Source: an optimization exercise on an open RTL-to-GDS flow (aim: small area). Production flows keep margins and buffers that such runs may drop.
In this exercise RTL edits were held to simulation tests only and were not proved equivalent to the original.

==> flow/design.v <==
module lichtkrant_scanner (
    input  wire          clk,
    input  wire          rst,         
    input  wire          tick,        
    input  wire          cmd_valid,
    input  wire [2:0]    cmd,
    input  wire [1023:0] src_buf,     
    input  wire [1023:0] seed_buf,    
    input  wire          sync_ack,
    output wire          lat,
    output wire          a0,
    output wire          a1,
    output wire          a2,
    output wire          sclk,
    output wire          dr,
    output wire          dg,
    output wire          panel_en,
    output wire          sync_req,
    output wire [31:0]   frame_idx,
    output wire          cmd_ready,
    output wire          busy
);
    localparam integer NR   = 7;             
    localparam integer NC   = 16;            
    localparam integer NK   = NR * NC;       
    localparam integer FCW  = 32;
    localparam [2:0] C_INIT     = 3'b001;
    localparam [2:0] C_ENABLE   = 3'b010;
    localparam [2:0] C_DISABLE  = 3'b011;
    localparam [2:0] C_SETFRAME = 3'b100;
    localparam [3:0] P_IDLE      = 4'd0;
    localparam [3:0] P_LAT_HI    = 4'd1;
    localparam [3:0] P_ADDR0     = 4'd2;
    localparam [3:0] P_ADDR1     = 4'd3;
    localparam [3:0] P_ADDR2     = 4'd4;
    localparam [3:0] P_LAT_LO    = 4'd5;
    localparam [3:0] P_SYNC_REQ  = 4'd6;
    localparam [3:0] P_SYNC_WAIT = 4'd7;
    localparam [3:0] P_CLK_LO    = 4'd8;
    localparam [3:0] P_RED       = 4'd9;
    localparam [3:0] P_GRN       = 4'd10;
    localparam [3:0] P_CLK_HI    = 4'd11;
    reg [3:0]     ph;
    reg [2:0]     col;
    reg [2:0]     row;
    reg [FCW-1:0] frame;
    reg           run;
    reg           tick_pend;
    reg           fb_zero;
    reg pin_lat, pin_a0, pin_a1, pin_a2, pin_sclk, pin_dr, pin_dg, pin_en;
    wire ready    = (ph == P_IDLE) || (ph == P_SYNC_WAIT && cmd == C_SETFRAME);
    wire accept   = cmd_valid && ready;
    wire start    = (ph == P_IDLE) && !accept && tick_pend && run;
    wire do_init    = accept && (cmd == C_INIT);
    wire do_enable  = accept && (cmd == C_ENABLE);
    wire do_disable = accept && (cmd == C_DISABLE);
    wire do_setfrm  = accept && (cmd == C_SETFRAME);
    wire       dith = (ph == P_RED) || (ph == P_GRN);
    wire [3:0] cc   = {col, (ph == P_GRN)};
    wire [NK-1:0] sel;
    genvar gi;
    generate
        for (gi = 0; gi < NK; gi = gi + 1) begin : g_sel
            assign sel[gi] = (row == gi / NC) && (cc == gi % NC);
        end
    endgenerate
    wire [8*NK-1:0] fb_q;
    wire [8*NK-1:0] acc_q;
    integer k;
    localparam integer NG = (NK + 2) / 3;    
    wire [3*NG-1:0]   sel_x = {{(3*NG-NK){1'b0}}, sel};
    wire [24*NG-1:0]  fb_x  = {{(24*NG-8*NK){1'b0}}, fb_q};
    wire [24*NG-1:0]  acc_x = {{(24*NG-8*NK){1'b0}}, acc_q};
    wire [8*NG-1:0]   fb_l, acc_l;
    genvar gg, gb;
    generate
        for (gg = 0; gg < NG; gg = gg + 1) begin : g_rd
            for (gb = 0; gb < 8; gb = gb + 1) begin : g_b
                lk_aoi222 u_fb (
                    .a1(sel_x[3*gg]),   .a2(fb_x[24*gg + gb]),
                    .b1(sel_x[3*gg+1]), .b2(fb_x[24*gg + 8 + gb]),
                    .c1(sel_x[3*gg+2]), .c2(fb_x[24*gg + 16 + gb]),
                    .y(fb_l[8*gg + gb]));
                lk_aoi222 u_acc (
                    .a1(sel_x[3*gg]),   .a2(acc_x[24*gg + gb]),
                    .b1(sel_x[3*gg+1]), .b2(acc_x[24*gg + 8 + gb]),
                    .c1(sel_x[3*gg+2]), .c2(acc_x[24*gg + 16 + gb]),
                    .y(acc_l[8*gg + gb]));
            end
        end
    endgenerate
    reg [7:0] acc_rd, fb_rd;
    always @* begin
        acc_rd = 8'hff;
        fb_rd  = 8'hff;
        for (k = 0; k < NG; k = k + 1) begin
            acc_rd = acc_rd & acc_l[8*k +: 8];
            fb_rd  = fb_rd  & fb_l[8*k +: 8];
        end
        acc_rd = ~acc_rd;
        fb_rd  = ~fb_rd;
    end
    reg p_fb, p_acc;
    wire ld_fb  = !rst && do_setfrm;
    wire ld_acc = !rst && do_init;
    wire wr_acc = !rst && dith;
    always @(posedge clk) begin
        p_fb  <= ld_fb  ? 1'b0 : ~p_fb;
        p_acc <= ld_acc ? 1'b0 : ~p_acc;
    end
    wire [7:0]    acc_v   = acc_rd ^ {8{~p_acc}};
    wire [7:0]    fb_v    = (fb_rd ^ {8{~p_fb}}) & {8{~fb_zero}};
    wire [8:0]    sum     = {1'b0, acc_v} + {1'b0, fb_v};
    wire          out_bit = ~sum[8];
    wire [7:0]    wdata   = sum[7:0] ^ {8{~p_acc}};
    generate
        for (gi = 0; gi < NK; gi = gi + 1) begin : g_cell
            reg [7:0] fb;
            reg [7:0] acc;
            wire we   = wr_acc && sel[gi];
            wire hold = !(ld_acc || we);
            wire [7:0] fb_d, acc_d;
            for (gb = 0; gb < 8; gb = gb + 1) begin : g_b
                lk_aoi22 u_fb (
                    .a1(!ld_fb), .a2(src_buf[8*gi + gb]),
                    .b1(ld_fb), .b2(fb[gb]),
                    .y(fb_d[gb]));
                lk_aoi222 u_acc (
                    .a1(ld_acc), .a2(seed_buf[8*gi + gb]),
                    .b1(we), .b2(wdata[gb]),
                    .c1(hold), .c2(acc[gb]),
                    .y(acc_d[gb]));
            end
            always @(posedge clk) begin
                fb  <= fb_d;
                acc <= acc_d;
            end
            assign fb_q[8*gi +: 8]  = fb;
            assign acc_q[8*gi +: 8] = acc;
        end
    endgenerate
    always @(posedge clk) begin
        if (rst) begin
            ph        <= P_IDLE;
            col       <= 3'd0;
            row       <= 3'd0;
            frame     <= {FCW{1'b0}};
            run       <= 1'b0;
            tick_pend <= 1'b0;
            pin_lat   <= 1'b0;
            pin_a0    <= 1'b0;
            pin_a1    <= 1'b0;
            pin_a2    <= 1'b0;
            pin_sclk  <= 1'b0;
            pin_dr    <= 1'b0;
            pin_dg    <= 1'b0;
            pin_en    <= 1'b0;
        end else begin
            case (ph)
                P_IDLE: begin
                    if (accept) begin
                        if (do_init) begin
                            row   <= 3'd0;
                            frame <= {FCW{1'b0}};
                        end
                        if (do_enable) begin
                            run    <= 1'b1;
                            pin_en <= 1'b1;
                        end
                        if (do_disable) begin
                            run    <= 1'b0;
                            pin_en <= 1'b0;
                            row    <= 3'd1;
                            ph     <= P_LAT_HI;
                        end
                    end else if (start) begin
                        row <= row + 3'd1;
                        ph  <= P_LAT_HI;
                    end
                end
                P_LAT_HI: begin
                    pin_lat <= 1'b1;
                    ph      <= P_ADDR0;
                end
                P_ADDR0: begin
                    pin_a0 <= row[0];
                    ph     <= P_ADDR1;
                end
                P_ADDR1: begin
                    pin_a1 <= row[1];
                    ph     <= P_ADDR2;
                end
                P_ADDR2: begin
                    pin_a2 <= row[2];
                    ph     <= P_LAT_LO;
                end
                P_LAT_LO: begin
                    pin_lat <= 1'b0;
                    if (row == 3'd7) begin
                        ph <= P_SYNC_REQ;
                    end else begin
                        col <= 3'd0;
                        ph  <= P_CLK_LO;
                    end
                end
                P_SYNC_REQ: begin
                    ph <= P_SYNC_WAIT;
                end
                P_SYNC_WAIT: begin
                    if (sync_ack) begin
                        frame <= frame + 1'b1;
                        ph    <= P_IDLE;
                    end
                end
                P_CLK_LO: begin
                    pin_sclk <= 1'b0;
                    ph       <= P_RED;
                end
                P_RED: begin
                    pin_dr <= out_bit;
                    ph     <= P_GRN;
                end
                P_GRN: begin
                    pin_dg <= out_bit;
                    ph     <= P_CLK_HI;
                end
                P_CLK_HI: begin
                    pin_sclk <= 1'b1;
                    if (col == 3'd7) begin
                        ph <= P_IDLE;
                    end else begin
                        col <= col + 1'b1;
                        ph  <= P_CLK_LO;
                    end
                end
                default: begin
                    ph <= P_IDLE;
                end
            endcase
            if (do_disable)
                tick_pend <= 1'b0;
            else if (tick && run)
                tick_pend <= 1'b1;
            else if (start)
                tick_pend <= 1'b0;
        end
    end
    always @(posedge clk) begin
        if (!rst) begin
            if (do_init || do_disable)
                fb_zero <= 1'b1;
            else if (do_setfrm)
                fb_zero <= 1'b0;
        end
    end
    assign lat       = pin_lat;
    assign a0        = pin_a0;
    assign a1        = pin_a1;
    assign a2        = pin_a2;
    assign sclk      = pin_sclk;
    assign dr        = pin_dr;
    assign dg        = pin_dg;
    assign panel_en  = pin_en;
    assign sync_req  = (ph == P_SYNC_REQ);
    assign frame_idx = frame;
    assign cmd_ready = ready;
    assign busy      = (ph != P_IDLE);
endmodule
module lk_aoi22 (
    input  wire a1, a2, b1, b2,
    output wire y
);
    assign y = ~((a1 | a2) & (b1 | b2));
endmodule
module lk_aoi222 (
    input  wire a1, a2, b1, b2, c1, c2,
    output wire y
);
    assign y = ~((a1 & a2) | (b1 & b2) | (c1 & c2));
endmodule
==> flow/flow/run.sh <==
#!/bin/bash
# Standard ORFS layout, with the port buffers made of the smallest buffer
# cell and the pins placed one routing track apart.
set -o pipefail
bash standard.sh \
  'BUFFER_PORTS_ARGS=-buffer_cell sky130_fd_sc_hd__buf_1' \
  'PLACE_PINS_ARGS=-min_distance 1 -min_distance_in_tracks' \
  finish > standard.log 2>&1
==> flow/standard.sh <==
#!/bin/bash
# synth_recipe.tcl (not shown) runs the flow's synth.tcl, then flattens the netlist and writes it again
# the make line also repeats each setting of config.mk as NAME=value (left out here)
make -C /OpenROAD-flow-scripts/flow DESIGN_CONFIG=/design/flow/config.mk WORK_HOME=/design/flow/orfs CLKGATE_MAP_FILE= SYNTH_SCRIPT=/design/flow/synth_recipe.tcl "${@:-finish}"
==> flow/config.mk <==
export PLATFORM = sky130hd
export DESIGN_NAME = lichtkrant_scanner
export DESIGN_NICKNAME = lichtkrant_scanner
export VERILOG_FILES = /design/flow/design.v
export SDC_FILE = /design/flow/constraint.sdc
export NUM_CORES = 4
export LEC_CHECK = 0
export CAP_MARGIN = 20
export CORE_AREA = 5 5 335 335
export DIE_AREA = 0 0 340 340
export PLACE_DENSITY = 0.72
export SLEW_MARGIN = 20
export SYNTH_HIERARCHICAL = 1
export SYNTH_MINIMUM_KEEP_SIZE = 0
==> flow/constraint.sdc <==
create_clock -name core_clock -period 12.0 [get_ports {clk}]
set_input_delay 2.4000 -clock core_clock [delete_from_list [all_inputs] [get_ports {clk}]]
set_output_delay 2.4000 -clock core_clock [all_outputs]
set_load 0.01 [all_outputs]
==> run_results.csv <==
group,metric,value,unit
status,lastStage,"global routing",
yosys,seq_area_frac_synth,58.9,%
status,stop_error,"[ERROR GRT-0116] Global routing finished with congestion. Check the congestion regions in the DRC Viewer.",
status,outcome,"did not finish",
cts,cts_setup_buffers,0,
placed_design,io_buffers,1842,
placed_design,gp_congestion,1.06,
global_routing,gr-usage-all-layers,59.8,%
yosys,synth_edf_count,1,
yosys,yosys_warnings,7,
yosys,syn_avg_cell_area,12.0,um2
die,io_pins,2099,
cts,numClockSinks,1846,
yosys,netlist_area,62800,um2
global_routing,grt_pass1_vias,69200,
cts,cts_buffers,178,
yosys,ys_ff_latch,1846,
cts,cts_hold_buf,0,
die,start_util,57.8,%
cts,cts_resized,0,
yosys,yosys_most_used_dff,"dfxtp_1",
yosys,syn_inst,5243,
die,fp.dieH,340,um
yosys,synthArstFlopShare,0,%
cts,clock_path_buffers,3,
global_routing,grt_max_degree,267,
die,die_w,340,um
cts,cts-root-buf,"clkbuf_16",
yosys,ys_types,59,
cts,cts_max_level,4,
global_routing,grt_pass1_wl,499000,um
global_routing,grt_overflow,3,
die,rows,121,
placed_design,dp_hpwl,241000,um
[worst max path at each step]
stage	to	start	cells past startpoint	slack [ps]
after detailed placement	g_cell[11].acc[7]	ph[1]	20	3990
after floorplan	g_cell[0].fb[0]	cmd[1]	7	-8680
after CTS	g_cell[11].acc[7]	ph[1]	20	3950
after global placement	g_cell[74].acc[7]	ph[1]	20	4070
[Yosys stat by module (local to each module, per instance)]
module | copies in the design | cells | flops+latches
lichtkrant_scanner | 1 | 2843 | 1846
lk_aoi222 | 1504 | 1 | 0
lk_aoi22 | 896 | 1 | 0
[metal layers]
layer	GRT overflow	track usage (%)
met4	1	56.3
met3	0	38.9
met2	2	77.9
met5	0	10.5
met1	0	63.5
[per-stage QoR]
step	worst slack (ps)	setup TNS, ps	std cells	area (um2)	hold slack, ps
floorplan	-8680	-8165340	5306	63000	425
global placement	4070	0	8663	72900	435
detailed placement	3990	0	8663	72900	440
CTS	3950	0	8988	78800	448
[power by group through the flow]
stage                     Clock, mW  Sequential, mW  Combinational [mW]
after floorplan                   0            9.49                2.82
after global placement            0            9.75                4.38
after detailed placement          0            9.83                4.55
after CTS                      5.68            9.75                4.57
[cells in the mapped netlist, types with 3 or more instances]
cell / count / area share [%]
inv_1: 17 / 0.10
and4_1: 3 / 0.042
or2_2: 4 / 0.040
o31ai_1: 3 / 0.036
a21oi_1: 28 / 0.22
xnor2_1: 21 / 0.29
a22oi_1: 4 / 0.048
ha_1: 17 / 0.34
buf_2: 13 / 0.10
clkbuf_1: 50 / 0.30
a211oi_1: 3 / 0.036
and3_1: 3 / 0.030
nand2_1: 54 / 0.32
dfxtp_1: 1845 / 59
nor4_1: 37 / 0.37
o22ai_1: 897 / 8.9
nand4_1: 159 / 1.6
nor2b_1: 6 / 0.060
xor2_1: 24 / 0.33
or4_1: 7 / 0.084
nand2b_1: 4 / 0.040
o21ai_0: 17 / 0.14
nor3_1: 12 / 0.096
or3_1: 12 / 0.12
nand3b_1: 5 / 0.060
nand3_1: 45 / 0.36
mux2i_1: 3 / 0.048
nor2_1: 403 / 2.4
o21a_1: 6 / 0.072
a222oi_1: 1504 / 24
[kinds of logic after synthesis]
family | count (synthesis) | synth area share [%]
AO/OA/AOI/OAI | 2476 | 33.7
flip-flops | 1846 | 58.9
other | 1 | 0.00598
adder cells (fa/ha/maj) | 18 | 0.371
buffers and inverters | 84 | 0.528
AND/OR/NAND/NOR | 770 | 5.84
multiplexers | 3 | 0.0478
XOR/XNOR | 45 | 0.628
